Source: an optimization exercise on an open RTL-to-GDS flow (aim: small area). Production flows keep margins and buffers that such runs may drop.
Function was checked by simulation only, so behaviour that the tests miss may differ from the original.
Power and IR drop assume default switching activity.

## flow/config.mk

```make
export PLATFORM = sky130hd
export DESIGN_NAME = pidmc
export DESIGN_NICKNAME = pidmc
export VERILOG_FILES = /design/flow/design.v
export SDC_FILE = /design/flow/constraint.sdc
export NUM_CORES = 4
export LEC_CHECK = 0
export CAP_MARGIN = 20
export CORE_MARGIN = 2
export CORE_UTILIZATION = 60
export SLEW_MARGIN = 20
```

## flow/constraint.sdc

```tcl
create_clock -name core_clock -period 100.0 [get_ports {clk}]
set_input_delay 20.0000 -clock core_clock [delete_from_list [all_inputs] [get_ports {clk}]]
set_output_delay 20.0000 -clock core_clock [all_outputs]
set_load 0.01 [all_outputs]
```

## flow/design.v

```verilog
module pidmc (
    input  wire        clk,
    input  wire        rst,         
    input  wire        start,
    input  wire        tick_fast,
    input  wire        tick_med,
    input  wire        tick_ctrl,
    input  wire        pulse,
    input  wire        ready,
    input  wire [15:0] adc,
    output wire [7:0]  duty,
    output wire        init_done,
    output wire        lcd_rs,
    output wire        lcd_rw,
    output wire        lcd_e,
    output wire [7:0]  lcd_d
);
    localparam [1:0] TS_IDLE = 2'd0, TS_SETUP = 2'd1, TS_EHI = 2'd2, TS_SETTLE = 2'd3;
    localparam [6:0] Q_TARGET = 7'd27, Q_PULSES = 7'd29, Q_CSEXIT = 7'd30,
                     Q_RETC = 7'd65, Q_DIVEND = 7'd99;
    localparam [2:0] S_SEL = 3'd0, S_HOME = 3'd1, S_HOMEW = 3'd2, S_LINE2 = 3'd3,
                     S_LINE2W = 3'd4, S_CHAR = 3'd5, S_CHARW = 3'd6, S_RETM = 3'd7;
    localparam [1:0] S_TICK = 2'd0, S_CMD = 2'd1, S_CMDW = 2'd2, S_RETF = 2'd3;
    function [6:0] template_char(input [4:0] i);
        template_char = {
            (i[0] & ~i[3]) | (~i[2] & ~i[3]) | (~i[1] & ~i[3]) | (~i[1] & ~i[2]),
            (i[1] & i[3]) | (~i[0] & i[1] & i[2]) | (i[2] & i[3]),
            (i[0] & i[1] & i[2]) | (~i[0] & ~i[2] & ~i[3] & ~i[4]) | (i[2] & i[3]) | (i[0] & i[2] & ~i[4]) | (i[1] & ~i[2] & ~i[3] & i[4]) | (~i[0] & ~i[1] & i[3]),
            (i[0] & ~i[1] & i[2] & i[4]) | (i[0] & ~i[1] & i[3]) | (~i[0] & i[1] & i[3]),
            (~i[0] & i[1] & i[3]) | (i[0] & ~i[1] & i[3]) | (~i[0] & i[1] & ~i[2] & i[4]) | (~i[0] & ~i[1] & ~i[3] & ~i[4]) | (i[0] & i[1] & ~i[2] & ~i[3]) | (i[0] & ~i[1] & i[2]),
            (i[0] & i[1] & i[2]) | (i[0] & ~i[1] & ~i[2] & ~i[3] & i[4]) | (i[1] & ~i[2] & ~i[3] & ~i[4]),
            (~i[0] & ~i[1] & i[2]) | (~i[0] & ~i[1] & ~i[3] & i[4]) | (i[0] & ~i[1] & ~i[2]) | (~i[0] & i[1] & i[3]) | (i[0] & ~i[2] & ~i[3])
        };
    endfunction
    function [5:0] inc6(input [5:0] v, input en);
        integer i;
        reg c;
        begin
            c = en;
            for (i = 0; i < 6; i = i + 1) begin
                inc6[i] = v[i] ^ c;
                c = c & v[i];
            end
        end
    endfunction
    function [3:0] dinc(input [3:0] d);
        dinc = {(d[3] & ~d[0]) | (d[2] & d[1] & d[0]), d[2] ^ (d[1] & d[0]),
                (d[1] ^ d[0]) & ~d[3], ~d[0]};
    endfunction
    function [7:0] step8(input [7:0] v, input dn, input en);
        integer i;
        reg c;
        begin
            c = en;
            for (i = 0; i < 8; i = i + 1) begin
                step8[i] = v[i] ^ c;
                c = c & (v[i] ^ dn);
            end
        end
    endfunction
    reg [7:0]  duty_r;
    reg        init_done_r;
    reg [1:0]  ts;
    reg [6:0]  tw;            
    reg [3:1]  pend;
    reg [3:2]  act;
    reg        bg_started;
    reg [6:0]  cq;
    reg [1:0]  ck;
    wire       act1   = |ck;
    wire       c_body = &ck;
    reg [2:0]  hpc_med;
    reg [1:0]  hpc_fast;
    reg [5:0]  cursor;        
    reg [5:0]  pa;
    reg [3:0]  pc3, pc2, pc1;
    reg        pc0;
    reg        thi;
    reg [3:0]  t3, t2, t1;
    reg        t0;
    reg [3:0]  m3, m2, m1;
    reg        m0;
    reg        c3;
    reg [3:0]  c2, c1, c0;
    reg [11:0] r;
    wire d7 = (tw == 7'h40);
    assign duty      = duty_r;
    assign init_done = init_done_r;
    assign lcd_rs    = init_done_r & ~d7 & (tw[6] | tw[5]);
    assign lcd_rw    = 1'b0;
    assign lcd_d     = {d7, tw};
    assign lcd_e     = (ts == TS_EHI);
    wire crit = act1 & c_body & ((cq == Q_PULSES) | (cq == Q_CSEXIT));
    wire ien  = bg_started & ~crit;
    wire disp_fast = ien & pend[3] & ~act[3];
    wire disp_med  = ien & pend[2] & ~act[3] & ~act[2] & ~disp_fast;
    wire disp_ctrl = ien & pend[1] & ~act[3] & ~act[2] & ~act1 & ~disp_fast & ~disp_med;
    wire disp      = disp_fast | disp_med | disp_ctrl;
    wire run_fast = ~disp & act[3];
    wire run_med  = ~disp & ~act[3] & act[2];
    wire run_ctrl = ~disp & ~act[3] & ~act[2] & act1;
    wire ts_idle  = (ts == TS_IDLE);
    wire        adc_hi = |adc[15:12];
    wire        adc_lo = ~|adc[15:10];
    wire [11:0] a_cl   = adc_hi ? 12'hFFF : adc_lo ? 12'h400 : adc[11:0];
    wire [11:0] rx   = {r[8:0], r[11:9]};     
    wire [11:0] ry   = {r[10:0], r[11]};      
    wire [11:0] ryn  = ~ry;
    wire [12:0] gk;
    assign gk[0] = 1'b1;
    genvar gi;
    generate for (gi = 0; gi < 12; gi = gi + 1) begin : g_cmp
        assign gk[gi+1] = (rx[gi] & ~ryn[gi]) | (~(rx[gi] ^ ryn[gi]) & gk[gi]);
    end endgenerate
    wire        r_c  = gk[12];
    wire [12:0] rk;
    wire [11:0] r_n;
    assign rk[0] = r_c;
    generate for (gi = 0; gi < 12; gi = gi + 1) begin : g_add
        assign r_n[gi]  = rx[gi] ^ ry[gi] ^ rk[gi];
        assign rk[gi+1] = (rx[gi] & ry[gi]) | (rk[gi] & (rx[gi] ^ ry[gi]));
    end endgenerate
    wire        rd_c1 = (r[9] & r[11]) | (r_c & (r[9] ^ r[11]));
    wire        rd_c2 = r[10] & rd_c1;
    wire [3:0]  r_d   = {r[11] & rd_c2, r[11] ^ rd_c2, r[10] ^ rd_c1, r[9] ^ r[11] ^ r_c};
    reg         r_up;
    always @(*) begin
        case (cq[1:0])
            2'd1:    r_up = (r_n >= 12'd4075);
            2'd2:    r_up = (r_n >= 12'd3891);
            default: r_up = r_n[11];
        endcase
    end
    wire [3:0]  r_dig = r_up ? dinc(r_d) : r_d;
    wire m_below = ~thi & (t3 == 4'd0) & ((t2 < 4'd2) | ((t2 == 4'd2) & (t1 < 4'd5)));
    wire m_above = thi | (t3 >= 4'd2) | ((t3 == 4'd1) & ((t2 != 4'd0) | (t1 != 4'd0) | t0));
    reg [3:0] dig;
    always @(*) begin
        case ({cursor[4], cursor[1:0]})
            3'd0: dig = {3'd0, c3};
            3'd1: dig = c2;
            3'd2: dig = c1;
            3'd3: dig = c0;
            3'd4: dig = m3;
            3'd5: dig = m2;
            3'd6: dig = m1;
            default: dig = {1'b0, m0, 1'b0, m0};
        endcase
    end
    wire [6:0] tmpl    = template_char(cursor[4:0]);
    wire [6:0] fb_char = {tmpl[6:4], (cursor[3:2] == 2'b11) ? dig : tmpl[3:0]};
    wire [5:0] cursor_inc = inc6(cursor, 1'b1);
    reg        sched_hit;
    always @(*) begin
        case (cursor_inc[4:0])
            5'd16, 5'd21, 5'd22, 5'd23, 5'd24, 5'd25, 5'd27, 5'd28: sched_hit = 1'b1;
            default: sched_hit = 1'b0;
        endcase
    end
    reg [6:0] sched_cmd;
    always @(*) begin
        case (cursor[4:0])
            5'd24:   sched_cmd = 7'h08;
            5'd25:   sched_cmd = 7'h01;
            5'd27:   sched_cmd = 7'h06;
            5'd28:   sched_cmd = 7'h0C;
            default: sched_cmd = 7'h38;
        endcase
    end
    wire init_last = (cursor[4:0] == 5'd28);
    wire       cursor_clr = (run_med & (hpc_med == S_HOMEW) & ts_idle) |
                            (run_fast & (hpc_fast == S_CMDW) & ts_idle & init_last);
    wire       cursor_up  = (run_med & (hpc_med == S_CHARW) & ts_idle) |
                            (run_fast & (hpc_fast == S_TICK) & ~init_done_r);
    wire [5:0] cursor_next = cursor_clr ? 6'd0 : inc6(cursor, cursor_up);
    wire [6:0] word = !init_done_r ? sched_cmd :
                      cursor[5]    ? 7'h02 :
                      hpc_med[1]   ? 7'h40 : fb_char;
    wire init_done_set = run_fast && hpc_fast == S_CMDW && ts_idle && init_last;
    wire pulses_op     = run_ctrl && c_body && cq == Q_PULSES;
    wire count_pulse   = pulse && (init_done_r || init_done_set);
    function [6:0] inc7(input [6:0] v);
        integer i;
        reg c;
        begin
            c = 1'b1;
            for (i = 0; i < 7; i = i + 1) begin
                inc7[i] = v[i] ^ c;
                c = c & v[i];
            end
        end
    endfunction
    wire [6:0] cq_inc = inc7(cq);
    wire       fmt    = c_body & (cq[6:5] == 2'b01);
    wire       pc_wrap = (pa == 6'h38) & (pc3 == 4'd7) & (pc2 == 4'd6) & (pc1 == 4'd7) & pc0;
    wire       cy1 = pc0;
    wire       cy2 = cy1 & (pc1 == 4'd9);
    wire       cy3 = cy2 & (pc2 == 4'd9);
    wire       cy4 = cy3 & (pc3 == 4'd9);
    wire [3:1] ticks = {tick_fast, tick_med, tick_ctrl};
    wire       duty_en     = run_ctrl & c_body & (cq == 7'd64) & (m_below | m_above);
    wire [7:0] duty_next   = step8(duty_r, m_below, duty_en);
    wire [5:0] pa_inc      = {pa[4:0], ~(pa[5] ^ pa[4])};
    integer j;
    always @(posedge clk or posedge rst) begin
        if (rst) begin
            duty_r      <= 8'h80;
            init_done_r <= 1'b0;
            ts          <= TS_IDLE;
            tw          <= 7'd0;
            pend        <= 3'b000;
            act         <= 2'b00;
            ck          <= 2'd0;
            bg_started  <= 1'b0;
            cq          <= 7'd0;
            cursor      <= 6'd0;
            m3          <= 4'd0;
            m2          <= 4'd0;
            m1          <= 4'd0;
            m0          <= 1'b0;
            c3          <= 1'b0;
            c2          <= 4'd0;
            c1          <= 4'd0;
            c0          <= 4'd0;
        end else begin
            duty_r <= duty_next;
            cursor <= cursor_next;
            case (ts)
                TS_SETUP:  ts <= TS_EHI;
                TS_EHI:    ts <= TS_SETTLE;
                TS_SETTLE: if (ready) ts <= TS_IDLE;
                default:   ;
            endcase
            if (disp) begin
                if (disp_fast) act[3] <= 1'b1;
                if (disp_med)  act[2] <= 1'b1;
                if (disp_ctrl) ck <= 2'd1;
            end else if (run_ctrl) begin
                if (!c_body) begin
                    if (!ck[1]) begin
                        cq <= (cq == Q_DIVEND) ? Q_TARGET : cq_inc;
                        ck <= (cq == Q_DIVEND) ? 2'd3 : 2'd2;
                    end else begin
                        ck <= 2'd0;
                    end
                end else begin
                    cq <= (cq == Q_RETC) ? 7'd0 : cq_inc;
                    if (fmt) begin
                        case (cq[4:0])
                            5'd12: c3 <= (r >= 12'd4093);
                            5'd13: c2 <= r_dig;
                            5'd14: c1 <= r_dig;
                            5'd15: c0 <= r_dig;
                            5'd28: m3 <= t3;
                            5'd29: m2 <= t2;
                            5'd30: m1 <= t1;
                            5'd31: m0 <= t0;
                            default: ;
                        endcase
                    end
                    if (cq == Q_RETC) ck <= 2'd0;
                end
            end else if (run_med) begin
                case (hpc_med)
                    S_HOME: begin
                        tw <= word;
                        ts <= TS_SETUP;
                    end
                    S_LINE2: begin
                        tw <= word;
                        ts <= TS_SETUP;
                    end
                    S_CHAR: begin
                        tw <= word;
                        ts <= TS_SETUP;
                    end
                    S_RETM: act[2] <= 1'b0;
                    default: ;
                endcase
            end else if (run_fast) begin
                case (hpc_fast)
                    S_CMD: begin
                        tw <= word;
                        ts <= TS_SETUP;
                    end
                    S_CMDW: if (ts_idle && init_last) begin
                        init_done_r <= 1'b1;
                    end
                    S_TICK: ;
                    default: act[3] <= 1'b0;
                endcase
            end
            if (start) bg_started <= 1'b1;
            for (j = 1; j <= 3; j = j + 1) begin
                if ((j == 3 && disp_fast) || (j == 2 && disp_med) || (j == 1 && disp_ctrl))
                    pend[j] <= ticks[j];
                else if (ticks[j])
                    pend[j] <= 1'b1;
            end
        end
    end
    always @(posedge clk) begin
        if (pulses_op || !init_done_r) begin
            pa  <= 6'd0;
            pc3 <= 4'd0;
            pc2 <= 4'd0;
            pc1 <= 4'd0;
            pc0 <= count_pulse;
        end else if (count_pulse) begin
            if (pc_wrap) begin
                pa  <= 6'd0;
                pc3 <= 4'd0;
                pc2 <= 4'd0;
                pc1 <= 4'd0;
                pc0 <= 1'b0;
            end else begin
                pc0 <= ~pc0;
                if (cy1) pc1 <= dinc(pc1);
                if (cy2) pc2 <= dinc(pc2);
                if (cy3) pc3 <= dinc(pc3);
                if (cy4) pa  <= pa_inc;
            end
        end
        if (disp) begin
            if (disp_fast) hpc_fast <= S_TICK;
            if (disp_med)  hpc_med  <= S_SEL;
        end else if (run_ctrl) begin
            if (c_body) begin
                if (cq == Q_TARGET) r <= a_cl;
                if (fmt && cq[4:2] == 3'b011 && cq[1:0] != 2'd0) r <= r_n;
                if (cq == Q_PULSES) begin
                    thi <= (pa != 6'd0);
                    t3  <= pc3;
                    t2  <= pc2;
                    t1  <= pc1;
                    t0  <= pc0;
                end
            end
        end else if (run_med) begin
            case (hpc_med)
                S_SEL: begin
                    if (!init_done_r)         hpc_med <= S_RETM;
                    else if (cursor == 6'd32) hpc_med <= S_HOME;
                    else if (cursor == 6'd16) hpc_med <= S_LINE2;
                    else                      hpc_med <= S_CHAR;
                end
                S_HOME:   hpc_med <= S_HOMEW;
                S_HOMEW:  if (ts_idle) hpc_med <= S_RETM;
                S_LINE2:  hpc_med <= S_LINE2W;
                S_LINE2W: if (ts_idle) hpc_med <= S_CHAR;
                S_CHAR:   hpc_med <= S_CHARW;
                S_CHARW:  if (ts_idle) hpc_med <= S_RETM;
                default:  ;
            endcase
        end else if (run_fast) begin
            case (hpc_fast)
                S_TICK:  hpc_fast <= (!init_done_r && sched_hit) ? S_CMD : S_RETF;
                S_CMD:   hpc_fast <= S_CMDW;
                S_CMDW:  if (ts_idle) hpc_fast <= S_RETF;
                default: ;
            endcase
        end
    end
endmodule
```

## flow/flow/run.sh

```bash
#!/bin/bash
# Own layout flow:
#  1. the standard synthesis, unchanged;
#  2. an area re-mapping of its combinational logic by ABC (the flip-flops and
#     tie cells stay the same instances, names and cell types): several ABC
#     scripts are tried and the smallest netlist is kept, and only if a formal
#     equivalence check against the standard netlist passes;
#  3. the standard layout, with the smallest buffer on the ports and a
#     clock tree of small clock buffers without dummy loads.
set -uo pipefail
R=orfs/results/sky130hd/pidmc/base
bash standard.sh synth > log_1_standard_synth.log 2>&1 || exit 1
cp $R/1_2_yosys.v std_synth.v
I="strash;dc2;dch,-f;amap"
M="strash;dch,-f;map,-a"
SCRIPTS=("$I;$I;$I" "$I;$I;mfs;$I" "$I;$I;$I;$M;mfs;$I" "$I;$I;$I;$I;$I;$I"
         "$M;$I;$M;$I" "strash;dc2;dch,-f;amap,-A,8,-F,4;$I;$I"
         "$I;mfs;$I;mfs;$I;mfs;$I" "strash;ifraig;dc2;dch,-f;amap;$I;$I")
for k in "${!SCRIPTS[@]}"; do
  sed -e "s#@SCRIPT@#${SCRIPTS[$k]}#" -e "s#reopt_after.txt#reopt_after_$k.txt#" \
      -e "s#reopt_before.txt#reopt_before_$k.txt#" -e "s#reopt.v#reopt_$k.v#" \
      flow/reopt.ys > reopt_$k.ys
  yosys -s reopt_$k.ys > log_2_reopt_yosys_$k.log 2>&1 &
done
wait
best=""; besta=""
for k in "${!SCRIPTS[@]}"; do
  a=$(grep "Chip area" reopt_after_$k.txt 2>/dev/null | awk '{print $NF}')
  [ -n "$a" ] || continue
  if [ -z "$besta" ] || awk "BEGIN{exit !($a < $besta)}"; then best=$k; besta=$a; fi
done
echo "best script $best area $besta" > reopt_status.txt
if [ -n "$best" ]; then
  cp reopt_$best.v reopt.v
  if yosys -s flow/eq.ys > log_3_equiv_yosys.log 2>&1; then
    cp reopt.v $R/1_2_yosys.v
    echo "re-mapped netlist used" >> reopt_status.txt
  else
    echo "equivalence failed; standard netlist used" >> reopt_status.txt
  fi
fi
rm -f $R/1_synth.odb $R/1_synth.sdc
export BUFFER_PORTS_ARGS="-buffer_cell sky130_fd_sc_hd__buf_1"
export CTS_ARGS="-sink_clustering_enable -repair_clock_nets -buf_list sky130_fd_sc_hd__clkbuf_4 -dont_use_dummy_load"
bash standard.sh finish > log_4_standard_layout.log 2>&1
```

## flow/flow/eq.ys

```
# Formal check that the re-mapped netlist equals the standard synthesis.
read_liberty -ignore_miss_func /OpenROAD-flow-scripts/flow/platforms/sky130hd/lib/sky130_fd_sc_hd__tt_025C_1v80.lib
read_verilog std_synth.v
rename pidmc gold
read_verilog reopt.v
rename pidmc gate
flatten gold gate
opt_clean
async2sync
equiv_make gold gate eq
hierarchy -top eq
equiv_simple
equiv_induct
equiv_status -assert
```

## flow/flow/reopt.ys

```
# Area re-mapping of the standard synthesis netlist: the flip-flops and tie
# cells are kept as they are (same instances, names and cell types); only the
# combinational cells between them are re-optimised by ABC for area.
read_liberty -ignore_miss_func /OpenROAD-flow-scripts/flow/platforms/sky130hd/lib/sky130_fd_sc_hd__tt_025C_1v80.lib
read_verilog std_synth.v
hierarchy -top pidmc
setattr -mod -set blackbox 1 sky130_fd_sc_hd__df* sky130_fd_sc_hd__edf* sky130_fd_sc_hd__sdf* sky130_fd_sc_hd__dl* sky130_fd_sc_hd__conb*
flatten
opt_clean -purge
tee -o reopt_before.txt stat -liberty /OpenROAD-flow-scripts/flow/platforms/sky130hd/lib/sky130_fd_sc_hd__tt_025C_1v80.lib
abc -liberty /OpenROAD-flow-scripts/flow/platforms/sky130hd/lib/sky130_fd_sc_hd__tt_025C_1v80.lib -dont_use sky130_fd_sc_hd__probe_p_8 -dont_use sky130_fd_sc_hd__probec_p_8 -dont_use sky130_fd_sc_hd__lpflow_* -script +@SCRIPT@
setundef -zero
splitnets
opt_clean -purge
hilomap -singleton -hicell sky130_fd_sc_hd__conb_1 HI -locell sky130_fd_sc_hd__conb_1 LO
opt_clean -purge
check
tee -o reopt_after.txt stat -liberty /OpenROAD-flow-scripts/flow/platforms/sky130hd/lib/sky130_fd_sc_hd__tt_025C_1v80.lib
write_verilog -noattr -noexpr -nohex -nodec reopt.v
```

## flow/standard.sh

```bash
#!/bin/bash
# synth_recipe.tcl (not shown) runs the flow's synth.tcl, then flattens the netlist and writes it again
# the make line also repeats each setting of config.mk as NAME=value (left out here)
make -C /OpenROAD-flow-scripts/flow DESIGN_CONFIG=/design/flow/config.mk WORK_HOME=/design/flow/orfs CLKGATE_MAP_FILE= SYNTH_SCRIPT=/design/flow/synth_recipe.tcl "${@:-finish}"
```

==> run summary, run 1 <==
outcome no timing/DRC/antenna violations; max cap viols 0; Detailed Route WL 14590 µm; critical path cell sequence nor4_1 -> nor4bb_1 -> nor3_1 -> buf_1; Peak VDD IR 0.00001047 V; worst hold path class reg2reg; Setup Fix Bufs, Post-CTS 0; critical path fanouts, max 4; I/O Pins 44; pin count of the biggest net entering global routing 66; Worst R2R Path Depth 34; CP Capture Type primary output; Worst Path Required roughly 80 ns; number of buffers added on ports 42; Layout Skew 0.04149 ns; number of DRC markers in iteration 0 573; Largest stage delay, worst path around 0.4 ns; synthesized area between 5000 and 6000 µm²; Setup-failing EPs final 0; Antenna Cells 0; Total Routing Usage GR 28.79%; H-tree Lvls 4; Die Ht 103.7 µm; routed vias 5549; slowest CP cell dfrtp_1; fmax 0.04584 GHz; vias in the first global route 5166; Clock Sinks between 100 and 150; synth warn 1; CTS tree done; Pleak 2.236 nW; total CTS buffers 17; antenna violations before repair 0; CTS max path bufs 2; routed length per instance 15.84 µm; critical path class reg2out; Final period util 21.82%; Slew Viols, Final 0; DRT Pass-1 Iters 6; Post-Syn Area per Cell 8.191 µm²; Area Growth Syn to Fin 7.805%; CTS Hold Bufs 0; RD Place Congestion between 0.9 and 1; Detail Route Antenna Nets 0; Std-Cell Rows 36; Starting Density 61.29%; Die W 103.7 µm; RSZ-0062 raised after global routing no; fill count 861; DR DRC count 0; DIE AREA around 11000 µm²; routed vias/inst 6.025; Critical Path AT 1.82 ns; Least-Margin Pin Slew 0.8750 ns; Remaining Overflow, GRT 0; total core area 9729 µm²; final setup TNS 0 ns; syn nets roughly 750; clock slew at reported path FFs 0.10 ns; clock latency (worst-skew pair) 0.55 ns; critical path startpoint category register; Min Clock Period, post-route 21.82 ns; first-pass GRT wire length 24760 µm; PwrDens ~17 nW/µm²; Power, Total roughly 110 µW; Worst Hold Depth 0; HPWL after detailed placement 11160 µm; layout cell share with drive strength beyond 1 2.792%; root buffer selected by CTS clkbuf_4; max_slew headroom 41.39%; layout net count 814; post_cts resized 0; Hold Violations, Final 0; Post-Synthesis Cells 728
[cell type report]
type | instances | area, µm² | share of cell area [%]
Clock buffer | 17 | 127.6 | 1.985
Timing Repair Buffer | 43 | 165.2 | 2.569
Sequential cell | 115 | 2949 | 45.87
Tap cell | 133 | 166.4 | 2.589
Multi-Input combinational cell | 500 | 2596 | 40.39
Inverter | 113 | 424.2 | 6.598
[worst max-delay path, delay by kind of cell, from the launching register on]
kind | cells | cell delay (ns)
buffers and inverters | 1 | 0.14
and+or+nand+nor | 3 | 0.72
DFF | 1 | 0.41
[cells in the final DEF (no fill, tap or decap), types with 21 or more instances in the layout]
| master | count |
|---|---|
| a21oi_1 | 43 |
| buf_1 | 42 |
| clkinv_1 | 112 |
| dfrtp_1 | 64 |
| edfxtp_1 | 32 |
| nand2_1 | 57 |
| nand3_1 | 21 |
| nor2_1 | 149 |
| o21ai_0 | 67 |
| o22ai_1 | 23 |
[sequential cells by signal (all words and copies together) (netlist names), 3 cells and up]
name / cells
pc2: 4
pc3: 4
pa: 6
tw: 7
m3: 4
pend: 3
t1: 4
hpc_med: 3
c1: 4
t3: 4
duty_r: 8
t2: 4
c0: 4
m2: 4
m1: 4
pc1: 4
r: 12
c2: 4
cursor: 6
cq: 7
[power by group]
part           switching [mW]  total, mW  internal [mW]
sequential            0.00713     0.0602         0.0531
clock                  0.0145     0.0222        0.00770
combinational          0.0199     0.0292        0.00927
[through the flow]
| step | utilization (%) | std cells | instance area [µm²] | hold WS (ns) | worst slack, ns |
|---|---|---|---|---|---|
| 2_1_floorplan | - | 728 | 5963 | 0.4161 | 78.67 |
| 3_3_place_gp | 64.70 | 904 | 6295 | 0.4231 | 78.32 |
| 3_5_place_dp | 64.72 | 904 | 6297 | 0.4326 | 78.22 |
| 4_1_cts | 66.04 | 921 | 6425 | 0.4468 | 78.19 |
| 5_1_grt | 66.08 | 921 | 6429 | 0.4674 | 78.12 |
| 6_report | 66.08 | 921 | 6429 | 0.4442 | 78.18 |
[final timing paths]
| path | startpoint | slack (ns) | end |
|---|---|---|---|
| worst max-delay path | tw[5] | 78.18 | lcd_rs |
| worst min-delay path | pc2[3] | 0.44 | t2[3] |
| worst max register to register | r[11] | 94.76 | c1[2] |
| worst min register to register | pc2[3] | 0.44 | t2[3] |
| max in group asynchronous | rst | 79.76 | bg_started |
| min in group asynchronous | rst | 19.67 | cursor[3] |
[metal layers]
layer  GRT usage, %  wire (µm)  part of all wire [%]  up-vias
met5              0          0                     0        -
met4          8.977        281                   1.9        0
met3          7.237       1117                   7.7       31
met2          45.32       6746                    46      201
met1          39.58       6444                    44     2602
li1               -          -                     -     2715
==> inputs of run 2 (changes only) <==
--- a/flow/design.v
+++ b/flow/design.v
@@ -150,23 +150,22 @@
     wire [6:0] tmpl    = template_char(cursor[4:0]);
     wire [6:0] fb_char = {tmpl[6:4], (cursor[3:2] == 2'b11) ? dig : tmpl[3:0]};
     wire [5:0] cursor_inc = inc6(cursor, 1'b1);
-    reg        sched_hit;
-    always @(*) begin
-        case (cursor_inc[4:0])
-            5'd16, 5'd21, 5'd22, 5'd23, 5'd24, 5'd25, 5'd27, 5'd28: sched_hit = 1'b1;
-            default: sched_hit = 1'b0;
-        endcase
-    end
-    reg [6:0] sched_cmd;
-    always @(*) begin
-        case (cursor[4:0])
-            5'd24:   sched_cmd = 7'h08;
-            5'd25:   sched_cmd = 7'h01;
-            5'd27:   sched_cmd = 7'h06;
-            5'd28:   sched_cmd = 7'h0C;
-            default: sched_cmd = 7'h38;
-        endcase
-    end
+    function [6:0] sched_cmd_f(input [4:0] i);
+        sched_cmd_f = {
+            1'b0,
+            (~i[3]),
+            (~i[3]),
+            (i[2]) | (~i[0]),
+            (~i[0] & ~i[1] & i[2]) | (i[1] & i[3]),
+            (i[1] & i[3]),
+            (i[0] & ~i[1] & ~i[2])
+        };
+    endfunction
+    function sched_hit_f(input [4:0] i);
+        sched_hit_f = (i[2] & ~i[3] & i[4]) | (i[1] & i[3] & i[4]) | (~i[0] & ~i[2] & i[3] & i[4]) | (i[0] & i[1] & i[2] & i[3]);
+    endfunction
+    wire       sched_hit = sched_hit_f(cursor[4:0]);
+    wire [6:0] sched_cmd = sched_cmd_f(cursor[4:0]);
     wire init_last = (cursor[4:0] == 5'd28);
     wire       cursor_clr = (run_med & (hpc_med == S_HOMEW) & ts_idle) |
                             (run_fast & (hpc_fast == S_CMDW) & ts_idle & init_last);
==> flow/flow/run.sh (replaced) <==
#!/bin/bash
# Own layout flow:
#  1. the standard synthesis, unchanged;
#  2. an area re-mapping of its combinational logic by ABC: the flip-flops
#     and tie cells stay the same instances, names and cell types.  The ABC
#     scripts in flow/abc_scripts.txt are run on the netlist, the smallest
#     result is kept and fed to the next round (a few rounds); the final
#     netlist is used only if a formal equivalence check against the
#     standard netlist passes;
#  3. the standard layout, with the smallest buffer on the ports and a
#     clock tree of small clock buffers without dummy loads.
set -uo pipefail
R=orfs/results/sky130hd/pidmc/base
bash standard.sh synth > log_1_standard_synth.log 2>&1 || exit 1
cp $R/1_2_yosys.v std_synth.v
mkdir -p reopt
cp std_synth.v reopt/cur.v
best_area=""
echo "re-mapping rounds" > reopt_status.txt
for round in 1 2 3 4 5 6 7 8; do
  k=0
  while read -r S; do
    sed -e "s#@SCRIPT@#$S#" -e "s#std_synth.v#reopt/cur.v#" \
        -e "s#reopt_after.txt#reopt/after_${round}_$k.txt#" \
        -e "s#reopt_before.txt#reopt/before_${round}_$k.txt#" \
        -e "s#reopt.v#reopt/net_${round}_$k.v#" flow/reopt.ys > reopt/r_${round}_$k.ys
    timeout 600 yosys -s reopt/r_${round}_$k.ys > reopt/log_yosys_${round}_$k.log 2>&1 &
    k=$((k+1))
    if (( k % 8 == 0 )); then wait; fi
  done < flow/abc_scripts.txt
  wait
  rb=""; ra=""
  for f in reopt/after_${round}_*.txt; do
    a=$(grep "Chip area" $f 2>/dev/null | awk '{print $NF}')
    [ -n "$a" ] || continue
    if [ -z "$ra" ] || awk "BEGIN{exit !($a < $ra)}"; then ra=$a; rb=${f#reopt/after_}; rb=${rb%.txt}; fi
  done
  [ -n "$rb" ] || break
  echo "round $round: best $rb area $ra" >> reopt_status.txt
  cp reopt/net_$rb.v reopt/cur.v
  if [ -z "$best_area" ] || awk "BEGIN{exit !($ra < $best_area)}"; then
    best_area=$ra; cp reopt/net_$rb.v reopt.v
  fi
done
echo "best area $best_area" >> reopt_status.txt
if [ -n "$best_area" ] && yosys -s flow/eq.ys > log_3_equiv_yosys.log 2>&1; then
  cp reopt.v $R/1_2_yosys.v
  echo "re-mapped netlist used" >> reopt_status.txt
else
  echo "re-mapping or equivalence failed; standard netlist used" >> reopt_status.txt
fi
rm -f $R/1_synth.odb $R/1_synth.sdc
export BUFFER_PORTS_ARGS="-buffer_cell sky130_fd_sc_hd__buf_1"
export CTS_ARGS="-sink_clustering_enable -repair_clock_nets -buf_list sky130_fd_sc_hd__clkbuf_4 -dont_use_dummy_load"
bash standard.sh finish > log_4_standard_layout.log 2>&1
==> flow/flow/abc_scripts.txt (new file) <==
strash;dc2;dch,-f;amap;strash;dc2;dch,-f;amap;strash;dc2;dch,-f;amap
strash;dc2;dch,-f;amap;strash;dc2;dch,-f;amap;mfs;strash;dc2;dch,-f;amap
strash;dc2;dch,-f;amap;strash;dc2;dch,-f;amap;strash;dc2;dch,-f;amap;strash;dch,-f;map,-a;mfs;strash;dc2;dch,-f;amap
strash;dc2;dch,-f;amap;strash;dc2;dch,-f;amap;strash;dc2;dch,-f;amap;strash;dc2;dch,-f;amap;strash;dc2;dch,-f;amap;strash;dc2;dch,-f;amap
strash;dch,-f;map,-a;strash;dc2;dch,-f;amap;strash;dch,-f;map,-a;strash;dc2;dch,-f;amap
strash;dc2;dch,-f;amap,-A,8,-F,4;strash;dc2;dch,-f;amap;strash;dc2;dch,-f;amap
strash;dc2;dch,-f;amap;mfs;strash;dc2;dch,-f;amap;mfs;strash;dc2;dch,-f;amap;mfs;strash;dc2;dch,-f;amap
strash;ifraig;dc2;dch,-f;amap;strash;dc2;dch,-f;amap;strash;dc2;dch,-f;amap
strash;dc2;dch,-f;amap;strash;dc2;dch,-f;amap;strash;dc2;dch,-f;amap;mfs,-W,4,-M,5000;strash;dc2;dch,-f;amap
strash;dc2;resub,-K,8,-N,2;dc2;dch,-f;amap;strash;dc2;dch,-f;amap;strash;dc2;dch,-f;amap
strash;dc2;rewrite,-l;refactor,-l;balance,-l;rewrite,-l;dch,-f;amap;strash;dc2;dch,-f;amap;strash;dc2;dch,-f;amap
strash;dc2;dch,-f,-C,10000;amap,-A,20;strash;dc2;dch,-f;amap;strash;dc2;dch,-f;amap
strash;balance;rewrite;refactor;balance;rewrite;rewrite,-z;balance;refactor,-z;rewrite,-z;balance;dch,-f;amap;strash;dc2;dch,-f;amap
strash;dch,-f;amap;strash;dch,-f;amap;strash;dch,-f;amap;mfs;strash;dch,-f;amap
strash;dc2;dch,-f;map,-a;mfs;strash;dc2;dch,-f;amap;mfs;strash;dc2;dch,-f;amap
strash;fraig;dc2;dch,-f;amap;strash;dc2;dch,-f;amap;strash;dc2;dch,-f;amap;strash;dc2;dch,-f;amap
--- a/flow/config.mk
+++ b/flow/config.mk
@@ -5,7 +5,8 @@
 export SDC_FILE = /design/flow/constraint.sdc
 export NUM_CORES = 4
 export LEC_CHECK = 0
-export CAP_MARGIN = 20
+export CAP_MARGIN = 0
 export CORE_MARGIN = 2
 export CORE_UTILIZATION = 60
-export SLEW_MARGIN = 20
+export GPL_TIMING_DRIVEN = 0
+export SLEW_MARGIN = 0
==> run 2 against run 1 <==
  * Still clean
  * Critical path type unchanged
  * Largest cell class unchanged
  * Final cell count decreased by 3.0%
  * Core utilization decreased by 0.14 points
  * Synthesized area decreased by 2.1%
  * Critical path depth unchanged
  * Cell area decreased by 1.6%
  * Clock-buffer cell count unchanged
  * Highest routed layer unchanged
==> run summary, run 2 <==
outcome no timing/DRC/antenna violations; max reg flops 12 (unchanged); combinational group share of total power 28.5% (+2.3 points); Post-Synthesis Cells 699 (-4.0%); Worst R2R Path Depth 34 (unchanged); first-pass GRT wire length 22560 µm (-8.9%); Setup Fix Bufs, Post-CTS 0 (unchanged); routed vias/inst 5.862 (-2.7%); HPWL after detailed placement 10520 µm (-5.7%); Placed Area 6198 µm² (-1.6%); H-tree Lvls 4 (unchanged); CP Capture Type primary output; RD Place Congestion 0.9574 (+3.5%); DRT Pass-1 Iters 5 (-1); critical path fanouts, max 4 (unchanged); antenna violations before repair 0 (unchanged); Critical Path AT 2.09 ns (+0.27 ns); Std-Cell Rows 36 (unchanged); internal power 72.11 µW (+3.0%); root buffer selected by CTS clkbuf_4; CTS max path bufs 2 (unchanged); Setup-failing EPs final 0 (unchanged); Clock Sinks 115 (unchanged); RSZ-0062 raised after global routing no; Die Ht 102.7 µm (-1.0%); CTS Hold Bufs 0 (unchanged); routed length per instance 15.39 µm (-2.9%); Remaining Overflow, GRT 0 (unchanged); CTS tree done; critical path class reg2out; Min Clock Period, post-route 22.09 ns (+0.2692 ns); layout net count 786 (-3.4%); max_slew headroom 24.20% (-17 points); clock share of power 18.9% (-1.0 points); Starting Density 60.86% (-0.43 points); routed vias 5235 (-5.7%); Top Usage Layer GRT met2; GR Util met3 6.373% (-0.86 points); worst hold path class reg2reg; DIE AREA 10540 µm² (-2.0%); switching power 44.67 µW (+7.7%); post-route core utilization 65.94% (-0.14 points); top flop regs r x12, duty_r x8; Peak VDD IR 0.00001154 V (+10%); Slew Viols, Final 0 (unchanged); PwrDens 18.46 nW/µm² (+6.4%); switching share of power 38.25% (+1.0 points); critical path startpoint category register; Layout Skew 0.03130 ns (-0.01019 ns); clock slew at reported path FFs 0.10 ns (about the same); sequential power share 52.6% (-1.4 points); Most flops, register r; Detail Route Antenna Nets 0 (unchanged); synth warn 1 (unchanged); Die W 102.7 µm (-1.0%); Area Growth Syn to Fin 8.335%; syn nets 723 (-3.9%); number of buffers added on ports 42 (unchanged); max cap viols 0 (unchanged); Final period util 22.09% (+0.27 points); commonest cells after routing, fill and taps aside nor2_1 (174), clkinv_1 (86), dfrtp_1 (64), o21ai_0 (47), nand2_1 (44); clock latency (worst-skew pair) 0.54 ns (about the same); pin count of the biggest net entering global routing 44 (-33%); post_cts resized 0 (unchanged); Least-Margin Pin Slew 1.128 ns (+0.2533 ns); DR DRC count 0 (unchanged); Detailed Route WL 13740 µm (-5.8%); total CTS buffers 17 (unchanged); Hold Violations, Final 0 (unchanged); number of DRC markers in iteration 0 316 (-45%); final setup TNS 0 ns (unchanged); Worst Hold Depth 0 (unchanged); Pleak 2.252 nW (+0.69%); layout cell share with drive strength beyond 1 2.895% (+0.10 points); design area 6326 µm² (-1.6%); synthesized area 5839 µm² (-2.1%); I/O Pins 44 (unchanged); Worst Path Required 80.00 ns (about the same); Post-Syn Area per Cell 8.354 µm² (+2.0%); leading cell type in the layout, fill and taps excluded nor2_1; Total Routing Usage GR 27.99% (-0.79 points); fmax 0.04528 GHz (-1.2%); Antenna Cells 0 (unchanged); vias in the first global route 4830 (-6.5%); grt met2 use 44.24% (-1.1 points); GRT met1 Usage 37.03% (-2.6 points); total core area 9594 µm² (-1.4%)
run 2: final timing paths:
| check | startpoint | endpoint | slack (ns) |
|---|---|---|---|
| max in group asynchronous | rst | c3 | 79.99 |
| hold / removal | pc1[3] | t1[3] | 0.45 |
| setup reg to reg | r[11] | c0[2] | 93.56 |
| setup / recovery | tw[5] | lcd_rs | 77.91 |
| min in group asynchronous | rst | duty_r[2] | 19.42 |
| hold reg to reg | pc1[3] | t1[3] | 0.45 |
run 2: layout make-up:
type / instances / area, µm²
sequential: 115 / 2949
clock buffer: 17 / 127.6
inverter: 87 / 327.8
tap: 133 / 166.4
multi-input combinational: 497 / 2570
timing repair buffer: 44 / 185.2
fill: 887 / 3268
run 2: per-layer routing:
metal | vias up | share of wire [%]
met5 | - | 0
met4 | 0 | 2.9
met3 | 31 | 4.8
met2 | 135 | 46
met1 | 2449 | 46
li1 | 2620 | -
run 2: power by group through the flow:
stage	Clock, mW	Sequential [mW]	Combinational, mW
final	0.0221	0.0614	0.0333
after global routing	0.0245	0.0623	0.0376
after CTS	0.0225	0.0612	0.0330
after detailed placement	0	0.0622	0.0329
after global placement	0	0.0619	0.0323
after floorplan	0	0.0602	0.0238
run 2: worst max-delay path: stages (launching register included):
cell     delay [ns]
dfrtp_1        0.41
or4_1          0.50
nor4b_1        0.42
nor3_1         0.10
buf_1          0.14
run 2: through the flow:
stage	worst slack [ns]	power, mW	std cells	hold WS [ns]
global placement	77.90	0.09421	874	0.4245
CTS	77.91	0.1168	893	0.4477
detailed placement	77.73	0.09509	876	0.4223
finish	77.91	0.1168	893	0.4465
global route	77.84	0.1244	893	0.4670
floorplan	78.25	0.08402	699	0.4161
==> inputs of run 3 (changes only) <==
==> flow/config.mk (replaced) <==
export PLATFORM = sky130hd
export DESIGN_NAME = pidmc
export DESIGN_NICKNAME = pidmc
export VERILOG_FILES = /design/flow/design.v
export SDC_FILE = /design/flow/constraint.sdc
export NUM_CORES = 4
export LEC_CHECK = 0
export CAP_MARGIN = 20
export CORE_MARGIN = 2
export CORE_UTILIZATION = 60
export SLEW_MARGIN = 20
==> run 3 against run 2 <==
  * Still clean on timing, DRC and antenna
  * Via count rose by 1.4%
  * Power rose by 0.63%
  * Clock skew rose by 0.0030 ns
  * Register-to-register slack got worse by 0.05 ns
  * Die area did not move
  * Cell area fell by 0.12%
  * Critical path type unchanged
  * Largest cell class unchanged
  * Non-clock buffer count did not move
  * Combinational power rose by 2%
  * Synthesized cell count did not move
  * Sequential share of layout area rose by 0.055 points
==> run summary, run 3 <==
RD Place Congestion 0.9406 (-1.8%); Final period util 22.10% (about the same); I/O Pins 44 (unchanged); H-tree Lvls 4 (unchanged); Remaining Overflow, GRT 0 (unchanged); max reg flops 12 (unchanged); synthesized area 5839 µm² (unchanged); total CTS buffers 17 (unchanged); Detailed Route WL 14030 µm (+2.1%); antenna violations before repair 0 (unchanged); final setup TNS 0 ns (unchanged); RSZ-0062 raised after global routing no; routed vias/inst 5.945 (+1.4%); first-pass GRT wire length 22850 µm (+1.3%); Std-Cell Rows 36 (unchanged); clock latency (worst-skew pair) 0.50 ns (-0.04 ns); Worst Path Required 80.00 ns (about the same); total core area 9594 µm² (unchanged); CP Capture Type primary output; max cap viols 0 (unchanged); worst min-delay path startpoint pc1[3]; Clock Sinks 115 (unchanged); critical path class reg2out; PwrDens 18.60 nW/µm² (+0.74%); Die Ht 102.7 µm (unchanged); CTS max path bufs 2 (unchanged); routed vias 5309 (+1.4%); Starting Density 60.86% (unchanged); max_slew headroom 30.73% (+6.5 points); Critical Path AT 2.10 ns (about the same); root buffer selected by CTS clkbuf_4; outcome no timing/DRC/antenna violations; Min Clock Period, post-route 22.10 ns (+0.01580 ns); flop2flop setup slack 93.51 ns (-0.05 ns); CTS tree done; Placed Area 6185 µm² (-0.22%); syn nets 723 (unchanged); design area 6319 µm² (-0.12%); Pleak 2.247 nW (-0.18%); Setup-failing EPs final 0 (unchanged); Area Growth Syn to Fin 8.207%; DRT Pass-1 Iters 5 (unchanged); Peak VDD IR 0.00001071 V (-7.2%); Die W 102.7 µm (unchanged); critical path startpoint category register; critical path fanouts, max 4 (unchanged); DIE AREA 10540 µm² (unchanged); Total Routing Usage GR 28.18% (+0.19 points); layout cell share with drive strength beyond 1 3.026% (+0.13 points); number of buffers added on ports 42 (unchanged); Hold Violations, Final 0 (unchanged); DR DRC count 0 (unchanged); fmax 0.04525 GHz (about the same); number of DRC markers in iteration 0 405 (+28%); HPWL after detailed placement 10750 µm (+2.2%); RR Startpoint r[11]; placed cells 876 (unchanged); Most flops, register r; synth warn 1 (unchanged); Setup Fix Bufs, Post-CTS 0 (unchanged); Antenna Cells 0 (unchanged); clock slew at reported path FFs 0.10 ns (about the same); routed length per instance 15.71 µm (+2.1%); Layout Skew 0.03433 ns (+0.003031 ns); Post-Syn Area per Cell 8.354 µm² (unchanged); CTS Hold Bufs 0 (unchanged); commonest cells after routing, fill and taps aside nor2_1 (174), clkinv_1 (86), dfrtp_1 (64), o21ai_0 (47), nand2_1 (44); crit path from tw[5]; vias in the first global route 4842 (+0.25%); top flop regs r x12, duty_r x8; post_cts resized 0 (unchanged); pin count of the biggest net entering global routing 66 (+50%); Non-Filler Instances 893 (unchanged); Detail Route Antenna Nets 0 (unchanged); Post-Synthesis Cells 699 (unchanged); layout net count 786 (unchanged); leading cell type in the layout, fill and taps excluded nor2_1; Least-Margin Pin Slew 1.031 ns (-0.09713 ns); Slew Viols, Final 0 (unchanged); worst hold path class reg2reg
-- run 3: cell types whose count changed in the layout (fill, tap and decap cells not counted) --
cell      change
buf_12        -1
buf_4         +1
clkinv_2      -1
inv_2         +1
nor4_1        -1
nor4_2        +1
-- run 3: critical path: stages, from the launching register on --
cell	delay (ns)
dfrtp_1	0.42
or4_1	0.52
nor4b_1	0.42
nor3_1	0.11
buf_1	0.14
-- run 3: final timing paths --
kind                                  end  cells after the start
worst max-delay path               lcd_rs                      4
worst min-delay path                t1[3]                      0
worst max register to register      c0[2]                     34
worst min register to register      t1[3]                      0
max in group asynchronous           ck[0]                      3
min in group asynchronous       duty_r[1]                      3
-- run 3: cell type report --
type / count / area [µm²]
inverter: 87 / 326.6
sequential: 115 / 2949
clock buffer: 17 / 127.6
tap: 133 / 166.4
timing repair buffer: 44 / 172.7
fill: 851 / 3276
multi-input combinational: 497 / 2576
-- run 3: per-stage QoR --
stage	hold WS [ns]	utilization, %	setup slack [ns]	power, mW
after CTS	0.4730	65.79	77.89	0.1174
after global routing	0.4918	65.86	77.81	0.1246
after detailed placement	0.4450	64.46	77.88	0.09569
after floorplan	0.4161	-	78.25	0.08402
final	0.4648	65.86	77.90	0.1175
after global placement	0.4272	64.46	78.01	0.09483
-- run 3: report_power, final --
| group | switching [mW] | leakage, nW | internal, mW | total, mW |
|---|---|---|---|---|
| Combinational | 0.0235 | 0.874 | 0.0107 | 0.0341 |
| Sequential | 0.00783 | 1.29 | 0.0537 | 0.0615 |
| Clock | 0.0141 | 0.0782 | 0.00776 | 0.0219 |
| Total | 0.0454 | 2.25 | 0.0721 | 0.118 |
-- run 3: routing by layer --
| layer | share of wire (%) | track usage [%] | vias to the layer above |
|---|---|---|---|
| met4 | 2.8 | 11.28 | 0 |
| met2 | 46 | 44.14 | 183 |
| met1 | 45 | 38.38 | 2479 |
| li1 | - | - | 2617 |
| met5 | 0 | 0 | - |
| met3 | 5.8 | 6.373 | 30 |
==> inputs of run 4 (changes only) <==
--- a/flow/design.v
+++ b/flow/design.v
@@ -132,8 +132,13 @@
         endcase
     end
     wire [3:0]  r_dig = r_up ? dinc(r_d) : r_d;
-    wire m_below = ~thi & (t3 == 4'd0) & ((t2 < 4'd2) | ((t2 == 4'd2) & (t1 < 4'd5)));
-    wire m_above = thi | (t3 >= 4'd2) | ((t3 == 4'd1) & ((t2 != 4'd0) | (t1 != 4'd0) | t0));
+    wire t3_0    = ~(t3[3] | t3[2] | t3[1] | t3[0]);
+    wire t2_lt2  = ~(t2[3] | t2[2] | t2[1]);
+    wire t2_2    = ~(t2[3] | t2[2] | t2[0]) & t2[1];
+    wire t1_lt5  = ~(t1[3] | (t1[2] & (t1[1] | t1[0])));
+    wire m_below = ~thi & t3_0 & (t2_lt2 | (t2_2 & t1_lt5));
+    wire m_above = thi | t3[3] | t3[2] | t3[1] |
+                   (t3[0] & (t2[3] | t2[2] | t2[1] | t2[0] | t1[3] | t1[2] | t1[1] | t1[0] | t0));
     reg [3:0] dig;
     always @(*) begin
         case ({cursor[4], cursor[1:0]})
@@ -167,7 +172,8 @@
     wire       sched_hit = sched_hit_f(cursor[4:0]);
     wire [6:0] sched_cmd = sched_cmd_f(cursor[4:0]);
     wire init_last = (cursor[4:0] == 5'd28);
-    wire       cursor_clr = (run_med & (hpc_med == S_HOMEW) & ts_idle) |
+    wire       cursor_clr = ~bg_started |
+                            (run_med & (hpc_med == S_HOMEW) & ts_idle) |
                             (run_fast & (hpc_fast == S_CMDW) & ts_idle & init_last);
     wire       cursor_up  = (run_med & (hpc_med == S_CHARW) & ts_idle) |
                             (run_fast & (hpc_fast == S_TICK) & ~init_done_r);
@@ -190,8 +196,11 @@
         end
     endfunction
     wire [6:0] cq_inc = inc7(cq);
+    wire [6:0] cq_next = ~bg_started ? 7'd0 :
+                         (run_ctrl & (ck == 2'd1)) ? ((cq == Q_DIVEND) ? Q_TARGET : cq_inc) :
+                         (run_ctrl & (ck == 2'd3)) ? ((cq == Q_RETC) ? 7'd0 : cq_inc) : cq;
     wire       fmt    = c_body & (cq[6:5] == 2'b01);
-    wire       pc_wrap = (pa == 6'h38) & (pc3 == 4'd7) & (pc2 == 4'd6) & (pc1 == 4'd7) & pc0;
+    wire       pc_wrap = (pa == 6'h38) & (&pc3[2:0]) & (&pc2[2:1]) & (&pc1[2:0]) & pc0;
     wire       cy1 = pc0;
     wire       cy2 = cy1 & (pc1 == 4'd9);
     wire       cy3 = cy2 & (pc2 == 4'd9);
@@ -211,8 +220,6 @@
             act         <= 2'b00;
             ck          <= 2'd0;
             bg_started  <= 1'b0;
-            cq          <= 7'd0;
-            cursor      <= 6'd0;
             m3          <= 4'd0;
             m2          <= 4'd0;
             m1          <= 4'd0;
@@ -223,7 +230,6 @@
             c0          <= 4'd0;
         end else begin
             duty_r <= duty_next;
-            cursor <= cursor_next;
             case (ts)
                 TS_SETUP:  ts <= TS_EHI;
                 TS_EHI:    ts <= TS_SETTLE;
@@ -237,13 +243,11 @@
             end else if (run_ctrl) begin
                 if (!c_body) begin
                     if (!ck[1]) begin
-                        cq <= (cq == Q_DIVEND) ? Q_TARGET : cq_inc;
                         ck <= (cq == Q_DIVEND) ? 2'd3 : 2'd2;
                     end else begin
                         ck <= 2'd0;
                     end
                 end else begin
-                    cq <= (cq == Q_RETC) ? 7'd0 : cq_inc;
                     if (fmt) begin
                         case (cq[4:0])
                             5'd12: c3 <= (r >= 12'd4093);
@@ -299,6 +303,8 @@
         end
     end
     always @(posedge clk) begin
+        cursor <= cursor_next;
+        cq     <= cq_next;
         if (pulses_op || !init_done_r) begin
             pa  <= 6'd0;
             pc3 <= 4'd0;
--- a/flow/flow/run.sh
+++ b/flow/flow/run.sh
@@ -17,7 +17,7 @@
 cp std_synth.v reopt/cur.v
 best_area=""
 echo "re-mapping rounds" > reopt_status.txt
-for round in 1 2 3 4 5 6 7 8; do
+for round in 1 2 3 4 5 6 7 8 9 10 11 12; do
   k=0
   while read -r S; do
     sed -e "s#@SCRIPT@#$S#" -e "s#std_synth.v#reopt/cur.v#" \
--- a/flow/config.mk
+++ b/flow/config.mk
@@ -7,5 +7,5 @@
 export LEC_CHECK = 0
 export CAP_MARGIN = 20
 export CORE_MARGIN = 2
-export CORE_UTILIZATION = 60
+export CORE_UTILIZATION = 45
 export SLEW_MARGIN = 20
==> run 4 against run 3 <==
  * Sequential share of layout area shrank 0.73 points
  * Clock power increased by 3%
  * Synthesized cell count fell by 1.0%
  * Global-route usage decreased by 6.3 points
  * Setup slack worse by 0.63 ns
  * Largest power group unchanged
  * Highest routed layer unchanged
==> run summary, run 4 <==
post_cts resized 0 (unchanged); root buffer selected by CTS clkbuf_4; vias in the first global route 4764 (-1.6%); Critical Path AT 23.17 ns (+21.07 ns); synthesized area 5733 µm² (-1.8%); number of DRC markers in iteration 0 367 (-9.4%); commonest cells after routing, fill and taps aside nor2_1 (140), clkinv_1 (83), o21ai_0 (66), nand2_1 (62), dfrtp_1 (51); Std-Cell Rows 41 (+14%); internal power 71.83 µW (-0.37%); Die Ht 116.9 µm (+14%); top flop regs r x12, duty_r x8; HPWL after detailed placement 10870 µm (+1.1%); flop2flop setup slack 94.13 ns (+0.62 ns); max reg flops 12 (unchanged); Worst Path Required 100.44 ns (+20.44 ns); fill count 1257 (+48%); Die W 116.9 µm (+14%); final setup TNS 0 ns (unchanged); Total Routing Usage GR 21.92% (-6.3 points); Setup-failing EPs final 0 (unchanged); GR Util met3 4.737% (-1.6 points); critical path fanouts, max 7 (+3); Worst R2R Path Depth 34 (unchanged); synth warn 1 (unchanged); RSZ-0062 raised after global routing no; leading cell type in the layout, fill and taps excluded nor2_1; outcome no timing/DRC/antenna violations; routed vias 5169 (-2.6%); CP Capture Type register; post-route core utilization 50.15% (-16 points); CTS tree done; clock latency (worst-skew pair) 0.53 ns (+0.03 ns); DP Worst Slack 76.77 ns (-1.109 ns); Hold Violations, Final 0 (unchanged); Final period util 22.73% (+0.63 points); switching share of power 37.34% (-1.3 points); Layout Skew 0.03708 ns (+0.002753 ns); crit path to pa[0]; RD Place Congestion 0.9799 (+4.2%); grt met2 use 36.42% (-7.7 points); DR DRC count 0 (unchanged); syn nets 716 (-0.97%); I/O Pins 44 (unchanged); Starting Density 45.80% (-15 points); Top Usage Layer GRT met2; fmax 0.04399 GHz (-2.8%); Setup Fix Bufs, Post-CTS 0 (unchanged); pin count of the biggest net entering global routing 31 (-53%); RR Startpoint r[11]; Peak VDD IR 0.00001009 V (-5.8%); Placed Area 6147 µm² (-0.61%); crit path from pulse; Detailed Route WL 14060 µm (+0.22%); DRT Pass-1 Iters 5 (unchanged); r2r endpoint c0[3]; first-pass GRT wire length 22970 µm (+0.55%); fin worst setup slack 77.27 ns (-0.6329 ns); max_slew headroom 36.67% (+5.9 points); Area Growth Syn to Fin 9.494%; Antenna Cells 0 (unchanged); Least-Margin Pin Slew 0.9413 ns (-0.08990 ns); DIE AREA 13660 µm² (+30%); clock slew at reported path FFs 0.11 ns (about the same); Post-Syn Area per Cell 8.285 µm² (-0.83%); CTS Hold Bufs 0 (unchanged); Pleak 2.214 nW (-1.5%); total core area 12520 µm² (+30%); H-tree Lvls 4 (unchanged); combinational group share of total power 28.7% (-0.3 points); GRT met1 Usage 28.31% (-10 points); Remaining Overflow, GRT 0 (unchanged); switching power 42.80 µW (-5.8%); Slew Viols, Final 0 (unchanged); clock share of power 19.6% (+1.0 points); routed length per instance 15.20 µm (-3.2%); design area 6277 µm² (-0.65%); layout cell share with drive strength beyond 1 3.054% (+0.028 points); critical path class in2reg; max cap viols 0 (unchanged); Clock Sinks 115 (unchanged); Post-Synthesis Cells 692 (-1.0%); Most flops, register r; routed vias/inst 5.588 (-6.0%); PwrDens 18.26 nW/µm² (-1.8%); Min Clock Period, post-route 22.73 ns (+0.6329 ns); total CTS buffers 17 (unchanged); layout net count 779 (-0.89%); sequential power share 51.7% (-0.6 points); number of buffers added on ports 42 (unchanged); critical path startpoint category input pin; worst hold path class reg2reg; antenna violations before repair 0 (unchanged); Detail Route Antenna Nets 0 (unchanged); CTS max path bufs 2 (unchanged)
-- run 4: worst min-delay path by stage --
stage | startpoint | to | slack (ns) | depth (start not counted)
finish | pc1[2] | t1[2] | 0.45 | 0
global route | pc1[0] | t1[0] | 0.47 | 0
CTS | pc1[2] | t1[2] | 0.45 | 0
detailed placement | pc2[0] | t2[0] | 0.44 | 0
global placement | pc2[0] | t2[0] | 0.44 | 0
floorplan | pc1[1] | t1[1] | 0.42 | 0
-- run 4: metrics by stage --
step           hold slack (ns)  power (mW)  std cells
2_1_floorplan           0.4231     0.08176        692
3_3_place_gp            0.4448     0.09212        907
3_5_place_dp            0.4449     0.09254        908
4_1_cts                 0.4543      0.1152        925
5_1_grt                 0.4657      0.1223        925
6_report                0.4457      0.1146        925
-- run 4: power groups by stage --
stage               sequential [mW]  combinational, mW  clock (mW)
detailed placement           0.0602             0.0323           0
CTS                          0.0592             0.0326      0.0234
global placement             0.0600             0.0321           0
global route                 0.0601             0.0369      0.0252
finish                       0.0593             0.0329      0.0225
floorplan                    0.0589             0.0228           0
-- run 4: metal layers --
metal	routed length [µm]	part of all wire, %
met1	6519	46
met2	6799	48
met3	460	3.3
met4	280	2.0
met5	0	0
-- run 4: area by class of cell --
| class | count | area (µm²) | area share, % |
|---|---|---|---|
| flip-flops and latches | 115 | 2884 | 45.94 |
| repair buffers | 44 | 192.7 | 3.070 |
| well taps | 172 | 215.2 | 3.428 |
| inverters | 84 | 315.3 | 5.023 |
| multi-input cells | 493 | 2542 | 40.50 |
| clock buffers | 17 | 127.6 | 2.033 |
-- run 4: critical path: stages --
cell,delay (ns)
buf_1,0.11
and3_1,0.20
nand2_1,0.10
nor2b_1,0.19
nor2_1,0.08
and3_1,0.18
and2_0,0.22
and2_0,0.19
nor2_1,0.14
nand3_1,0.14
clkinv_1,0.08
nand2_1,0.10
nor4_1,0.73
clkinv_1,0.35
o221a_1,0.34
==> inputs of run 5 (changes only) <==
--- a/flow/config.mk
+++ b/flow/config.mk
@@ -7,5 +7,5 @@
 export LEC_CHECK = 0
 export CAP_MARGIN = 20
 export CORE_MARGIN = 2
-export CORE_UTILIZATION = 45
+export CORE_UTILIZATION = 60
 export SLEW_MARGIN = 20
==> run 5 against run 4 <==
  * Still clean
  * Synthesized cell count is the same
  * First-iteration DRC count decreased by 39%
  * Maximum frequency decreased by 0.40%
  * Cell area is 1.2% lower
  * Clock-buffer cell count is the same
  * Global-route usage is 6.4 points higher
  * Largest cell class unchanged
  * Largest power group unchanged
==> run summary, run 5 <==
outcome no timing/DRC/antenna violations; combinational group share of total power 28.4% (-0.3 points); fmax 0.04381 GHz (-0.40%); DIE AREA 10350 µm² (-24%); number of DRC markers in iteration 0 225 (-39%); synthesized area 5733 µm² (unchanged); Area Growth Syn to Fin 8.206%; Clock Sinks 115 (unchanged); Setup-failing EPs final 0 (unchanged); Detailed Route WL 13540 µm (-3.7%); Final period util 22.83% (+0.091 points); Least-Margin Pin Slew 1.031 ns (+0.09008 ns); post-route core utilization 67.14% (+17 points); first-pass GRT wire length 22660 µm (-1.4%); CTS Hold Bufs 0 (unchanged); final setup TNS 0 ns (unchanged); Antenna Cells 0 (unchanged); max reg flops 12 (unchanged); RD Place Congestion 0.8853 (-9.7%); max cap viols 0 (unchanged); DRT Pass-1 Iters 5 (unchanged); DP Worst Slack 76.77 ns (-0.003000 ns); worst hold path class reg2reg; Std-Cell Rows 35 (-15%); Power, Total 114.0 µW (-0.55%); clock latency (worst-skew pair) 0.52 ns (about the same); CTS max path bufs 2 (unchanged); Setup Fix Bufs, Post-CTS 0 (unchanged); Min Clock Period, post-route 22.83 ns (+0.09060 ns); Post-Syn Area per Cell 8.285 µm² (unchanged); Starting Density 62.04% (+16 points); total core area 9240 µm² (-26%); critical path class in2reg; max_slew headroom 30.61% (-6.1 points); Layout Skew 0.03555 ns (-0.001531 ns); layout cell share with drive strength beyond 1 3.054% (unchanged); DR DRC count 0 (unchanged); RSZ-0062 raised after global routing no; pin count of the biggest net entering global routing 44 (+42%); top flop regs r x12, duty_r x8; clock slew at reported path FFs 0.10 ns (about the same); total CTS buffers 17 (unchanged); Total Routing Usage GR 28.31% (+6.4 points); CP Capture Type register; fin worst setup slack 77.17 ns (-0.09060 ns); routed vias/inst 5.837 (+4.4%); Die Ht 101.8 µm (-13%); Pleak 2.207 nW (-0.36%); I/O Pins 44 (unchanged); internal power 71.75 µW (about the same); antenna violations before repair 0 (unchanged); Peak VDD IR 0.00001076 V (+6.6%); Critical Path AT 23.25 ns (+0.08 ns); switching share of power 37.05% (-0.28 points); Post-Synthesis Cells 692 (unchanged); syn nets 716 (unchanged); vias in the first global route 4807 (+0.90%); clock share of power 19.6% (about the same); routed vias 5148 (-0.41%); Hold Violations, Final 0 (unchanged); post_cts resized 0 (unchanged); HPWL after detailed placement 10200 µm (-6.2%); PwrDens 18.38 nW/µm² (+0.63%); Most flops, register r; CTS tree done; commonest cells after routing, fill and taps aside nor2_1 (140), clkinv_1 (83), o21ai_0 (66), nand2_1 (62), dfrtp_1 (51); critical path startpoint category input pin; synth warn 1 (unchanged); Die W 101.8 µm (-13%); Slew Viols, Final 0 (unchanged); switching power 42.24 µW (-1.3%); number of buffers added on ports 42 (unchanged); Worst Path Required 100.42 ns (-0.02 ns); critical path fanouts, max 7 (unchanged); Remaining Overflow, GRT 0 (unchanged); root buffer selected by CTS clkbuf_4; Detail Route Antenna Nets 0 (unchanged); routed length per instance 15.35 µm (+1.0%); sequential power share 52.0% (+0.3 points); layout net count 779 (unchanged); leading cell type in the layout, fill and taps excluded nor2_1; H-tree Lvls 4 (unchanged)
-- run 5: changes by cell type in the layout (fill, tap and decap cells not counted) --
cell and delta:
buf_16 -1, buf_4 +1
-- run 5: critical path, cell delays in order --
cell      delay, ns
buf_1          0.09
and3_1         0.20
nand2_1        0.10
nor2b_1        0.22
nor2_1         0.08
and3_1         0.19
and2_0         0.23
and2_0         0.20
nor2_1         0.12
nand3_1        0.11
clkinv_1       0.08
nand2_1        0.11
nor4_1         0.80
clkinv_1       0.36
o221a_1        0.34
-- run 5: area by class of cell --
type	count	area [µm²]
timing repair buffer	44	172.7
sequential	115	2884
tap	129	161.4
multi-input combinational	493	2542
clock buffer	17	127.6
inverter	84	315.3
fill	814	3037
-- run 5: metrics by stage --
step / cells / hold slack, ns / area [µm²]
floorplan: 692 / 0.4231 / 5733
global route: 882 / 0.4993 / 6203
CTS: 882 / 0.4652 / 6201
detailed placement: 865 / 0.4419 / 6073
global placement: 865 / 0.4437 / 6073
finish: 882 / 0.4742 / 6203
-- run 5: power groups by stage --
stage               Sequential, mW  Clock [mW]  Combinational, mW
floorplan                   0.0589           0             0.0228
global placement            0.0601           0             0.0313
detailed placement          0.0601           0             0.0319
CTS                         0.0592      0.0227             0.0321
global route                0.0601      0.0246             0.0365
finish                      0.0593      0.0223             0.0324
-- run 5: layer usage --
| layer | GRT usage, % | wire, µm | vias to the layer above | share of wire (%) |
|---|---|---|---|---|
| li1 | - | - | 2593 | - |
| met1 | 38.24 | 6334 | 2404 | 47 |
| met3 | 7.108 | 618 | 19 | 4.6 |
| met4 | 8.212 | 206 | 0 | 1.5 |
| met5 | 0 | 0 | - | 0 |
| met2 | 45.45 | 6383 | 132 | 47 |
-- run 5: path summary, 6_finish.rpt --
check / start / to / slack (ns) / cells past startpoint
max: pulse / pa[0] / 77.17 / 15
min: pc2[0] / t2[0] / 0.47 / 0
max reg2reg: r[0] / c2[3] / 94.14 / 34
min reg2reg: pc2[0] / t2[0] / 0.47 / 0
max in group asynchronous: rst / c2[1] / 79.79 / 3
min in group asynchronous: rst / duty_r[2] / 19.35 / 2

static timing again, ports no longer ideal:
How much do the figures lean on ideal ports? The routed layouts below were timed once more, with nothing changed but the port constraints. Step 1 sets driving cells, clkbuf_16 on the clock port and buf_2 on the other inputs (assumed; they add their load-dependent delay and slew). Step 2 times the ports against the registers' clock, not the clock port: input delays grow and output delays shrink by t, the midpoint of the rising clock arrivals with the driver on. a / b / c = ideal ports / drivers / drivers and shift; a / b = the first two.
| run | shift t [ns] | slack for setup (ns) | worst slew at a driven data input, ns | cell pins on the clock port's net |
|---|---|---|---|---|
| run 1 | 0.560 | 78.183 / 78.149 / 78.136 | 0.03 | 1 |
| run 2 | 0.560 | 77.914 / 77.881 / 77.717 | 0.03 | 1 |
| run 3 | 0.518 | 77.898 / 77.863 / 77.794 | 0.03 | 1 |
| run 4 | 0.545 | 77.265 / 77.267 / 76.721 | 0.04 | 1 |
| run 5 | 0.535 | 77.175 / 77.186 / 76.651 | 0.03 | 1 |
After both steps setup and hold are still met in every run listed. For run 4, which loses most, drivers alone change the setup slack by +0.002 ns; drivers and shift together by -0.544 ns.
